What follows belongs to an exercise in optimizing a design on an open flow for small area and few clock cycles; a production flow would make more cautious choices.
Function was checked by simulation only, so behaviour that the tests miss may differ from the original.
Power and IR drop assume default switching activity.

==> flow/design.v <==
module pff_raster (
    input  wire        clk,
    input  wire        rst,
    input  wire        cmd_valid,
    input  wire [31:0] cmd_data,
    output wire        cmd_ready,
    output wire        tok_valid,
    output wire        tok_cmd,
    output wire [7:0]  tok_byte,
    output wire        tok_last,
    input  wire        tok_ready,
    input  wire        err_clear,
    output wire        err,
    output wire [3:0]  err_code,
    output wire [31:0] err_cmd
);
    localparam S_HDR = 3'd0, S_W1 = 3'd1, S_W2 = 3'd2, S_SET = 3'd3,
               S_EMIT = 3'd4, S_ERR = 3'd5;
    reg [2:0]  state;
    reg [3:0]  seq;          
    reg [3:0]  hty;
    reg [16:0] hlo;
    reg [15:0] gx, gy;       
    reg [15:0] fw, fh;       
    reg        gz;           
    reg [15:0] X, Y, X1, Y1;
    reg [15:0] XB, YB;
    reg [16:0] E;            
    reg [2:0]  k;            
    reg        step, xmaj, lastf, swx, nrow;
    wire [3:0] ty  = hty;
    wire t_geom    = (ty == 4'b0001);
    wire t_pixel   = (ty == 4'b1000);
    wire t_fill    = (ty == 4'b1001);
    wire t_line    = (ty == 4'b1010);
    wire t_rect    = (ty == 4'b1011);
    wire t_circ    = (ty == 4'b1100);
    wire filled    = hlo[16];
    wire fillmode  = t_fill | ((t_rect | t_circ) & filled);   
    wire rowsmode  = t_fill | (t_rect & filled);              
    wire outline   = t_rect & !filled;
    wire [7:0] in_op = cmd_data[31:24];
    reg        in_legal;
    always @(*) begin
        case (in_op)
            8'h00, 8'h01: in_legal = (cmd_data[23:0]  == 24'd0);
            8'h10, 8'h11, 8'h12: in_legal = (cmd_data[23:16] == 8'd0);
            8'h13, 8'h14: in_legal = (cmd_data[23:17] == 7'd0);
            default: in_legal = 1'b0;
        endcase
    end
    assign cmd_ready = (state == S_HDR) || (state == S_W1) || (state == S_W2);
    wire take = cmd_valid && cmd_ready;
    assign err = (state == S_ERR);
    assign err_code = err ? ((k[1:0] == 2'd0) ? 4'd2 : (k[1:0] == 2'd1) ? 4'd4 : 4'd5) : 4'd0;
    assign err_cmd  = {Y[15:13] & {3{k[2]}}, hty[3], Y[11] & k[2], hty[2:0], Y[7:1] & {7{k[2]}}, hlo};
    wire emit = (state == S_EMIT);
    wire set  = (state == S_SET);
    wire eqx = (X == X1);
    wire eqy = (Y == Y1);
    wire seq_x = (seq >= 4'd1) && (seq <= 4'd4);     
    wire seq_y = (seq >= 4'd6) && (seq <= 4'd9);     
    wire c_kend = filled ? (k[1:0] == 2'd3) : (k == 3'd7);
    localparam A_X = 3'd0, A_X1 = 3'd1, A_Y = 3'd2, A_Y1 = 3'd3, A_E = 3'd4, A_0 = 3'd5, A_C = 3'd6;
    localparam B_0 = 3'd0, B_GX = 3'd1, B_GY = 3'd2, B_XB = 3'd3, B_YB = 3'd4;
    reg [2:0] asel, bsel;
    reg       aext, bext, binv, bcin;
    wire      mj_y = !xmaj;
    wire      n_xb = swx, n_yb = nrow;
    wire      sxb = t_circ | swx;      
    wire      n_mj = xmaj ? n_xb : n_yb;
    wire      n_mn = xmaj ? n_yb : n_xb;
    wire      k_mid = (k == 3'd1) || (k == 3'd2) || (k == 3'd5) || (k == 3'd6);
    reg       c_offy, c_neg;
    always @(*) begin
        if (seq_y) begin
            if (filled) begin c_offy = ~k[1]; c_neg = k[0]; end
            else        begin c_offy = ~k_mid; c_neg = k[2]; end
        end else begin
            if (filled) begin c_offy = k[1]; c_neg = (seq == 4'd1) || (seq == 4'd2); end
            else        begin c_offy = k_mid; c_neg = (k == 3'd2) || (k == 3'd3) || (k == 3'd4) || (k == 3'd5); end
        end
    end
    always @(*) begin
        asel = A_0; bsel = B_0; aext = 1'b0; bext = 1'b0; binv = 1'b0; bcin = 1'b0;
        if (!set && !emit) begin
            asel = A_C; aext = 1'b1;
            if (!(t_circ && state == S_W2)) bsel = B_GX;
        end else if (set) begin
            if (t_pixel) begin
                asel = A_Y; bsel = B_GY; aext = 1'b1;
            end else if (t_fill) begin
                case (seq[2:0])
                    3'd0: begin asel = A_X1; binv = 1'b1; end           
                    3'd1: begin asel = A_Y1; binv = 1'b1; end           
                    3'd2: begin asel = A_X1; bsel = B_GX; end           
                    3'd3: begin asel = A_Y1; bsel = B_GY; end
                    3'd4: bsel = B_GX;
                    default: bsel = B_GY;
                endcase
            end else if (t_circ) begin
                case (seq[2:0])
                    3'd0: begin asel = A_Y; bsel = B_GY; aext = 1'b1; end     
                    3'd1: asel = A_X;                                         
                    3'd2: begin asel = A_Y; bsel = B_XB; binv = 1'b1; bcin = 1'b1; end
                    3'd3: begin asel = A_Y; bsel = B_XB; end
                    3'd4: begin asel = A_Y1; bsel = B_XB; binv = 1'b1; bcin = 1'b1; end
                    3'd5: begin asel = A_Y1; bsel = B_XB; end
                    3'd6: begin bsel = B_XB; binv = 1'b1; end                 
                    default: ;                                                
                endcase
            end else begin    
                case (seq)
                    4'd0: begin asel = A_Y;  bsel = B_GY; aext = 1'b1; end
                    4'd1: begin asel = A_Y1; bsel = B_GY; aext = 1'b1; end
                    4'd2: begin asel = A_X1; bsel = B_XB; binv = 1'b1; bcin = 1'b1; end
                    4'd3: begin asel = A_Y1; bsel = B_YB; binv = 1'b1; bcin = 1'b1; end
                    default: begin
                        if (t_line) begin
                            case (seq)
                                4'd4: begin bsel = B_XB; bext = 1'b1; binv = n_xb; bcin = n_xb; end
                                4'd5: begin asel = A_E; bsel = B_YB; bext = 1'b1; binv = ~n_yb; bcin = ~n_yb; end
                                4'd6: begin bsel = mj_y ? B_YB : B_XB; bext = 1'b1; binv = n_mj; bcin = n_mj; end
                                default: begin asel = A_E; bsel = mj_y ? B_XB : B_YB; bext = 1'b1; binv = ~n_mn; bcin = ~n_mn; end
                            endcase
                        end else begin    
                            case (seq)
                                4'd4:  asel = swx ? A_X1 : A_X;
                                4'd5:  begin if (swx) bsel = B_XB; else asel = A_X1; end
                                4'd6:  asel = A_X;
                                4'd7:  asel = nrow ? A_Y1 : A_Y;
                                4'd8:  begin if (nrow) bsel = B_YB; else asel = A_Y1; end
                                default: asel = A_Y;
                            endcase
                        end
                    end
                endcase
            end
        end else if (seq_x || seq_y) begin            
            if (t_circ) begin
                asel = seq_y ? A_Y1 : A_Y;
                bsel = c_offy ? B_YB : B_XB;
                binv = c_offy ? c_neg : ~c_neg; bcin = c_neg;
            end else if (seq_y)
                asel = (seq[3] && rowsmode) ? A_Y1 : A_Y;
            else
                asel = (seq[2] || seq[1] && seq[0]) && fillmode ? A_X1 : A_X;
        end else if (seq == 4'd12) begin              
            asel = (fillmode && !eqx) ? A_X : A_Y;
            bcin = 1'b1;
        end else if (seq == 4'd11) begin
            if (t_line) begin                         
                asel = A_E; bsel = mj_y ? B_XB : B_YB; bext = 1'b1; binv = ~n_mn; bcin = ~n_mn;
            end else
                bsel = B_XB;                          
        end else if (t_line) begin
            case (seq)
                4'd0:  begin                          
                    asel = A_E;
                    if (E[16]) begin bsel = mj_y ? B_YB : B_XB; bext = 1'b1; binv = n_mj; bcin = n_mj; end
                end
                4'd5:  begin asel = A_X; binv = n_xb; bcin = ~n_xb; end
                default: begin asel = A_Y; binv = n_yb; bcin = ~n_yb; end
            endcase
        end else if (t_circ) begin
            case (seq)
                4'd0: begin
                    if (k == 3'd0) begin bsel = B_XB; bcin = step; end        
                    else begin asel = A_E; bcin = k[1] ? step : xmaj; end
                end
                4'd5: begin
                    asel = A_E;
                    if (k == 3'd0) begin bsel = B_YB; bcin = 1'b1; end                
                    else begin bsel = step ? B_XB : B_0; bext = 1'b1; bcin = step; end   
                end
                default: begin                                                       
                    if (c_kend) begin bsel = B_YB; bcin = 1'b1; end                   
                    else begin asel = A_E; bcin = (k == 3'd0) || step; end
                end
            endcase
        end else begin                                
            if (seq == 4'd5) begin
                if (!lastf) begin asel = A_X; bcin = 1'b1; end
                else if (k[1:0] == 2'd2) asel = A_X1;
                else bsel = B_XB;
            end else begin
                if (!lastf) begin asel = A_Y; bcin = 1'b1; end
                else if (k[1:0] == 2'd0) asel = A_Y1;
                else bsel = B_YB;
            end
        end
    end
    reg [16:0] ra;
    reg [16:0] mb;
    always @(*) begin
        case (asel)
            A_X:  ra = {aext & X[15], X};
            A_X1: ra = {aext & X1[15], X1};
            A_Y:  ra = {aext & Y[15], Y};
            A_Y1: ra = {aext & Y1[15], Y1};
            A_E:  ra = E;
            A_C:  ra = {aext & cmd_data[15], cmd_data[15:0]};
            default: ra = 17'd0;
        endcase
        case ((gz && (bsel == B_GX || bsel == B_GY)) ? B_0 : bsel)
            B_GX: mb = {1'b0, gx};
            B_GY: mb = {1'b0, gy};
            B_XB: mb = {sxb, XB};
            B_YB: mb = {nrow, YB};
            default: mb = 17'd0;
        endcase
    end
    wire [16:0] rb = {bext & mb[16], mb[15:0]} ^ {17{binv}};
    wire [16:0] R  = ra + rb + {16'd0, bcin};
    wire        r_ok = !R[16];
    wire        ceq = (~XB[15:0] == YB[15:0]);
    wire        c_fin = lastf || (step && ceq);
    reg  [7:0]  tb;
    reg         tc, tl;
    always @(*) begin
        tc = 1'b0; tl = 1'b0; tb = R[15:8];
        case (seq)
            4'd0:  begin tc = 1'b1; tb = 8'h2A; tl = 1'b1; end
            4'd2, 4'd7: tb = R[7:0];
            4'd4, 4'd9: begin tb = R[7:0]; tl = 1'b1; end
            4'd5:  begin tc = 1'b1; tb = 8'h2B; tl = 1'b1; end
            4'd10: begin tc = 1'b1; tb = 8'h2C; tl = 1'b1; end
            4'd11: tb = hlo[15:8];
            4'd12: begin tb = hlo[7:0]; tl = !fillmode || eqx; end
            default: ;
        endcase
    end
    assign tok_valid = emit;
    assign tok_cmd   = tc;
    assign tok_byte  = tb;
    assign tok_last  = tl;
    wire row_more  = fillmode && !eqx;
    wire rows_more = rowsmode && !eqy;
    wire rect_end  = emit && tok_ready && (seq == 4'd12) && !row_more && !rows_more;
    always @(posedge clk) begin
        if (rst) begin
            state <= S_HDR;
            gz <= 1'b1;
        end else begin
            case (state)
                S_HDR: if (take) begin
                    hty <= {cmd_data[28], cmd_data[26:24]};
                    hlo <= cmd_data[16:0];
                    Y <= cmd_data[31:16];
                    seq <= 4'd0;
                    nrow <= 1'b0;
                    lastf <= 1'b0; swx <= gz;
                    X1 <= fw; Y1 <= fh;
                    if (!in_legal) begin
                        k <= 3'b100; state <= S_ERR;
                    end else if (in_op == 8'h00)
                        state <= S_HDR;
                    else if (in_op == 8'h11)
                        state <= S_SET;
                    else
                        state <= S_W1;
                end
                S_W1: if (take) begin
                    if (t_geom) begin
                        fw <= cmd_data[15:0]; fh <= cmd_data[31:16]; gz <= 1'b0;
                        state <= S_W2;
                    end else begin
                        X <= R[15:0]; XB <= R[15:0];
                        Y <= cmd_data[31:16];
                        if (!r_ok) lastf <= 1'b1;
                        state <= t_pixel ? S_SET : S_W2;
                    end
                end
                S_W2: if (take) begin
                    k <= 3'd0;
                    step <= 1'b0;
                    if (t_geom) begin
                        gx <= cmd_data[15:0]; gy <= cmd_data[31:16];
                        state <= S_HDR;
                    end else if (t_circ) begin
                        XB <= R[15:0];
                        if (cmd_data[31:16] != 16'd0) begin k <= {1'b0, 2'd0}; state <= S_ERR; end
                        else state <= S_SET;
                    end else begin
                        X1 <= R[15:0]; Y1 <= cmd_data[31:16];
                        if (!r_ok) lastf <= 1'b1;
                        state <= S_SET;
                    end
                end
                S_SET: begin
                    seq <= seq + 4'd1;
                    if (t_pixel) begin
                        Y <= R[15:0];
                        if (!r_ok || lastf) begin k <= {1'b0, 2'd2}; state <= S_ERR; end
                        else begin state <= S_EMIT; seq <= 4'd0; end
                    end else if (t_fill) begin
                        case (seq[2:0])
                            3'd0: begin X1 <= R[15:0]; if (R[16]) swx <= 1'b1; end    
                            3'd1: begin Y1 <= R[15:0]; if (R[16]) swx <= 1'b1; end
                            3'd2: begin X1 <= R[15:0]; if (!r_ok) lastf <= 1'b1; end
                            3'd3: begin
                                Y1 <= R[15:0];
                                if (swx) begin k <= {1'b0, 2'd1}; state <= S_ERR; end
                                else if (!r_ok || lastf) begin k <= {1'b0, 2'd2}; state <= S_ERR; end
                            end
                            3'd4: begin X <= R[15:0]; XB <= R[15:0]; end
                            default: begin Y <= R[15:0]; begin state <= S_EMIT; seq <= 4'd0; end end
                        endcase
                    end else if (t_circ) begin
                        if (!seq[2] || seq[2:0] == 3'd4) begin
                            if (!r_ok) lastf <= 1'b1;
                        end
                        case (seq[2:0])
                            3'd0: Y1 <= R[15:0];
                            3'd1: Y <= R[15:0];
                            3'd5: if (!r_ok || lastf) begin k <= {1'b0, 2'd2}; state <= S_ERR; end
                            3'd6: begin XB <= R[15:0]; E <= {R[16], R[16:1]}; xmaj <= R[0]; end
                            3'd7: begin YB <= R[15:0]; begin state <= S_EMIT; seq <= 4'd0; end end
                            default: ;
                        endcase
                    end else if (seq <= 4'd1) begin
                        if (seq[0]) Y1 <= R[15:0];
                        else begin Y <= R[15:0]; YB <= R[15:0]; end
                        if (!r_ok) lastf <= 1'b1;
                        if (seq[0] && (!r_ok || lastf)) begin k <= {1'b0, 2'd2}; state <= S_ERR; end
                    end else if (t_line) begin
                        case (seq)
                            4'd2: begin XB <= R[15:0]; swx <= R[16]; end
                            4'd3: begin YB <= R[15:0]; nrow <= R[16]; end
                            4'd4: E <= R;
                            4'd5: xmaj <= !R[16];
                            4'd6: E <= {R[16], R[16:1]};
                            default: begin E <= R; state <= S_EMIT; seq <= 4'd0; end
                        endcase
                    end else begin    
                        case (seq)
                            4'd2: swx <= R[16];
                            4'd3: begin
                                nrow <= R[16];
                                if (!swx && !R[16]) begin state <= S_EMIT; seq <= 4'd0; end
                            end
                            4'd4: X <= R[15:0];
                            4'd5: X1 <= R[15:0];
                            4'd6: XB <= R[15:0];
                            4'd7: Y <= R[15:0];
                            4'd8: Y1 <= R[15:0];
                            default: begin YB <= R[15:0]; nrow <= 1'b0; state <= S_EMIT; seq <= 4'd0; end
                        endcase
                    end
                end
                S_EMIT: if (tok_ready) begin
                    if (seq != 4'd12) seq <= seq + 4'd1;
                    else if (row_more || rows_more) seq <= 4'd11;
                    else seq <= 4'd0;
                    if (seq == 4'd12) begin
                        if (row_more) X <= R[15:0];
                        else if (rows_more) Y <= R[15:0];
                        if (rowsmode) nrow <= !row_more && rows_more;
                    end
                    if (seq == 4'd11 && rowsmode && nrow) X <= R[15:0];
                    if (t_line) begin
                        case (seq)
                            4'd0: begin lastf <= eqx && eqy; step <= E[16]; E <= R; end
                            4'd5: if (xmaj || step) X <= R[15:0];
                            4'd10: if (!xmaj || step) Y <= R[15:0];
                            4'd11: E <= R;
                            default: ;
                        endcase
                    end
                    if (outline) begin
                        case (seq)
                            4'd0: lastf <= k[1] ? eqy : eqx;
                            4'd5: if (lastf || !k[1]) X <= R[15:0];
                            4'd10: if (lastf || k[1]) Y <= R[15:0];
                            default: ;
                        endcase
                    end
                    if (t_circ) begin
                        case (seq)
                            4'd0: begin
                                if (k == 3'd0) begin
                                    XB <= R[15:0];
                                    step <= !E[16] || (E[15:1] == 15'h7FFF);    
                                end else if (k == 3'd1 || k == 3'd2)
                                    E <= R;
                                if (k == 3'd2) xmaj <= ~xmaj;
                            end
                            4'd2: X <= R[15:0];
                            4'd4: X1 <= R[15:0];
                            4'd5: begin
                                if (k[2:1] == 2'b00) E <= R;
                                lastf <= ceq;
                            end
                            4'd10: begin
                                if (c_kend) YB <= R[15:0];
                                else if (k[2:1] == 2'b00) E <= R;
                            end
                            default: ;
                        endcase
                    end
                    if (rect_end) begin
                        if (t_circ) k <= c_kend ? 3'd0 : k + 3'd1;
                        if (outline && lastf) k[1:0] <= k[1:0] + 2'd1;
                        if (t_pixel || fillmode && !t_circ ||
                            t_line && lastf ||
                            outline && lastf && (k[1:0] == 2'd3) ||
                            t_circ && c_kend && c_fin)
                            state <= S_HDR;
                    end
                end
                S_ERR: if (err_clear) state <= S_HDR;
                default: state <= S_HDR;
            endcase
        end
    end
endmodule
==> flow/flow/run.sh <==
#!/bin/bash
set -euo pipefail
rm -rf scripts_abc
cp -r "$FLOW_HOME/scripts" scripts_abc
cp flow/abc_area.script scripts_abc/abc_area.script
export SCRIPTS_DIR="$PWD/scripts_abc"
export BUFFER_PORTS_ARGS="-buffer_cell sky130_fd_sc_hd__buf_1"
export CTS_ARGS="-sink_clustering_enable -repair_clock_nets -dont_use_dummy_load -sink_clustering_size 30 -sink_clustering_max_diameter 100 -buf_list sky130_fd_sc_hd__clkbuf_16 -root_buf sky130_fd_sc_hd__clkbuf_8 -tree_buf sky130_fd_sc_hd__clkbuf_8"
bash standard.sh > standard.log 2>&1
==> flow/flow/abc_area.script <==
&get -n
&st
&dch -f
&nf -R 1000 -p
&st
&dch -f
&nf -R 1000 -p
&st
&dch -f
&nf -R 1000 -p
&st
&dch -f
&nf -R 1000 -p
&st
&dch -f
&nf -R 1000 -p
&put
==> flow/standard.sh <==
#!/bin/bash
# synth_recipe.tcl (not shown) runs the flow's synth.tcl, then flattens the netlist and writes it again
# the make line also repeats each setting of config.mk as NAME=value (left out here)
make -C /OpenROAD-flow-scripts/flow DESIGN_CONFIG=/design/flow/config.mk WORK_HOME=/design/flow/orfs CLKGATE_MAP_FILE= SYNTH_SCRIPT=/design/flow/synth_recipe.tcl "${@:-finish}"
==> flow/config.mk <==
export PLATFORM = sky130hd
export DESIGN_NAME = pff_raster
export DESIGN_NICKNAME = pff_raster
export VERILOG_FILES = /design/flow/design.v
export SDC_FILE = /design/flow/constraint.sdc
export NUM_CORES = 4
export LEC_CHECK = 0
export ABC_AREA = 1
export CAP_MARGIN = 10
export CORE_MARGIN = 2
export CORE_UTILIZATION = 40
export GPL_TIMING_DRIVEN = 0
export PLACE_DENSITY = 0.6
export SLEW_MARGIN = 10
==> flow/constraint.sdc <==
create_clock -name core_clock -period 11.0 [get_ports {clk}]
set_input_delay 2.2000 -clock core_clock [delete_from_list [all_inputs] [get_ports {clk}]]
set_output_delay 2.2000 -clock core_clock [all_outputs]
set_load 0.01 [all_outputs]
==> metrics.yaml <==
run_status:
  status: "timing/DRC/antenna clean"
cts:
  clockBufferDepth: 3
  clk_latency_ps: 540
  clk_pin_slew_ps: 120
  cts.sinks: 214
  htree_num_levels: 1
  cts-root-buf: "clkbuf_8"
  cts_made_buffers: 12
  cts_tree: "yes"
hold_path:
  hold_path.class: "register to register"
logic_synthesis:
  ys_top_cells_by_area: "edfxtp_1, nand2_1, a21oi_1"
  synth-seq-cells: 214
  syn_nets: 1397
  async_flop_share_pct: 0
  synthTopCellsByCount: "edfxtp_1, nand2_1, nor2_1"
  synth-edff-count: 210
  ys_warn_count: 1
  syn_area_per_cell_sq_um: 9.78
  ys.flop_type: "edfxtp_1"
  netlist_instances: 1329
  synth_largest_area_cell: "edfxtp_1"
  synth_top_cell_area_share_pct: 48.5
  syn_area_sq_mm: 0.0130
  synth_cell_type_count: 59
  synth.most_common_cell: "edfxtp_1"
  synth_sequential_area_ratio_pct: 49.1
detailed_routing:
  ant_nets: 0
  wirelength_microns: 54100
  vias: 12629
  drt-initial-drc-count: 2640
  routedWlPerCell_microns: 28.5
  via_per_inst: 6.67
  drc_errors: 0
  dr.pass1.iters: 11
timing:
  final_max_slew_viol_count: 0
  fmax_mhz: 94.2
  grt_setup_unrepaired: "false"
  tightest_slew_ps: 1360
  hold_viol: 0
  setup_viol: 0
  slew_headroom_pct: 8.99
  finalSetupTns_ps: 0
  fin_crit_sh_pct: 96.5
  fin_skew_ps: 68.3
  whs_ps: 536
  period_minus_slack_ps: 10620
setup_path:
  cpMaxStageDelayCell: "nor3b_2"
  max_stage_delay_ps: 630
  r2r-start: "hty[0]$_DFFE_PP_"
  r2r_cells: 34
  setup.worst_path.start: "hty[0]$_DFFE_PP_"
  cp_max_fo: 29
  r2r_end: "state[1]$_SDFFE_PP0P_"
  arrival_ps: 8420
  worstPathRequired_ps: 8800
  r2r_slack_ps: 800
  end_kind: "primary output"
  critPathMostFrequentCell: "a21oi_1"
  critical_path_class: "register to primary output"
  worstSetupStartpointType: "register"
  cp-endpoint: "tok_byte[4]"
layout:
  areaGrowthSynthToFinish_pct: 14.1
  final_cells: 1894
  postLayoutCellArea_sq_mm: 0.0148
  drive_gt1_share_pct: 7.47
  final_net_count: 1529
  antennaDiodeCount: 0
grt:
  antenna_found_initial: 0
  grt_pass1_vias: 11523
  grt-busiest-layer: "met1"
  grtUsageTotal_pct: 31.6
  global_route.usage.met1_pct: 48.7
  global_route.usage.met3_pct: 6.84
  grt_pass1_wl_microns: 78900
  grt_start_max_net_pins: 52
  use_met2_pct: 45.9
  overflow: 0
floorplanning:
  row_count: 65
  io_pins: 86
  chipHeight_microns: 184
  initial_core_util_pct: 40.9
  core_sq_mm: 0.0318
  die_w_microns: 184
  die-area_sq_mm: 0.0339
flow_run:
  cap_viol_max_count: 0
placement:
  place_inst: 1873
  numPortBuffers: 84
  dp_hpwl_microns: 40300
  placed_cell_area_sq_mm: 0.0143
  finalWeightedCongestion: 0.962
power_and_ir_drop:
  pwr_density_cell_mw_per_mm2: 279
  cellLeakagePower_uw: 0.00486
  ir_drop_mv: 0.102
==> worst max-delay path: cells and delay by family, from the launching register on <==
kind	cells	cell delay [ps]
flops	1	570
compound gates	12	2510
fa+ha+maj	2	960
xor+xnor	2	390
buf+inv	2	330
simple gates	11	3140
==> cell type report <==
class / count / area (sq um)
plain buffers: 2 / 15.0
multi-input cells: 1060 / 6700
repair buffers: 118 / 701
well taps: 435 / 544
fillers: 3076 / 17000
clock buffers: 12 / 267
inverters: 53 / 211
flip-flops and latches: 214 / 6390
==> power breakdown <==
| group | switching, uW | leakage (uW) | total [uW] | internal (uW) |
|---|---|---|---|---|
| clock | 262 | 0.000132 | 434 | 172 |
| sequential | 207 | 0.00195 | 1430 | 1220 |
| combinational | 1550 | 0.00278 | 2270 | 717 |
==> cells in the final DEF, fill, tap and decap left out, types with 12 or more instances in the layout <==
cell,synthesis,final
edfxtp_1,210,210
nand2_1,180,177
nor2_1,153,138
a21oi_1,123,119
o21ai_0,114,112
buf_1,0,84
a222oi_1,55,55
clkinv_1,53,48
xnor2_1,38,32
ha_1,29,28
nor3_1,29,26
nand3_1,26,26
a221o_1,22,22
nor4_1,27,21
buf_4,2,19
xor2_1,18,17
nor2b_1,17,14
a31oi_1,14,14
o22ai_1,15,13
a22oi_1,12,12
==> registers in the layout, summed over array words and instances (netlist names), 3 cells and up <==
register,cells
YB,16
Y1,16
X,16
gx,16
seq,4
hlo,17
state,3
hty,4
E,17
gy,16
fw,16
X1,16
Y,16
k,3
XB,16
fh,16
==> kinds of logic after synthesis <==
| family | count (synthesis) | share of synthesized area, % |
|---|---|---|
| compound gates | 466 | 24.2 |
| xor+xnor | 56 | 3.77 |
| fa+ha+maj | 31 | 3.10 |
| buf+inv | 55 | 1.65 |
| flops | 214 | 49.1 |
| mux | 15 | 1.24 |
| other cells | 1 | 0.0289 |
| simple gates | 491 | 16.9 |
==> per-layer routing <==
metal  vias up  wire, microns
met2       921          22800
met1      6136          23400
met4         0            892
met5         -              0
met3        60           7010
li1       5512              -
==> through the flow <==
step | setup WS (ps) | utilization (%) | power, uW
after global routing | 20.5 | 46.6 | 4340
final | 385 | 46.6 | 4130
after floorplan | 509 | - | 2680
after CTS | 5.77 | 46.3 | 4020
after global placement | -4740 | 43.6 | 3460
after detailed placement | -994 | 45.1 | 3530
==> worst min-delay path by stage <==
stage / startpoint / endpoint / depth (start not counted)
3_3_place_gp: fw[6]$_DFFE_PP_ / X1[6]$_DFFE_PP_ / 1
2_1_floorplan: gz$_SDFFE_PP1P_ / gz$_SDFFE_PP1P_ / 2
3_5_place_dp: fw[9]$_DFFE_PP_ / X1[9]$_DFFE_PP_ / 1
4_1_cts: fw[9]$_DFFE_PP_ / X1[9]$_DFFE_PP_ / 1
6_report: fw[9]$_DFFE_PP_ / X1[9]$_DFFE_PP_ / 1
5_1_grt: fw[9]$_DFFE_PP_ / X1[9]$_DFFE_PP_ / 1
==> timing repair <==
action | 4_1_cts | 5_1_grt
setup buffers | 6 | 3
pin swaps | 2 | 2
endpoints found under the setup margin | 11 | 11
hold buffers | 0 | 0
gates cloned | 0 | 0
resized for setup | 28 | 21
Testbench counts, summed over its fixed seeds: cycles 495,175.

[separate check: timing with driven ports]
No port has a modelled driver above. Below, the same layout with a new extraction and two added sets of constraints.
Step 1, drivers: a clkbuf_16 drives clk and a buf_2 each remaining input, both assumed.
Step 2 moves the port delays by t, midway between the first and last clock arrival at a register: inputs arrive t later, outputs are due t later. That takes back most of the time a late clock gives input paths.
Three values: ideal ports, drivers, drivers and shift; two values: the first two.
t (ns): 0.557
setup WS [ns]: 0.385 / 0.336 / 0.796
hold WS [ns]: 0.536 / 0.536 / 0.536
clock arrival spread, ns: 0.068 / 0.068
worst register clock-pin slew, ns: 0.12 / 0.12
After both steps this run still meets setup and hold. The setup slack of this run moves by -0.049 ns with the drivers and by +0.411 ns with both steps.
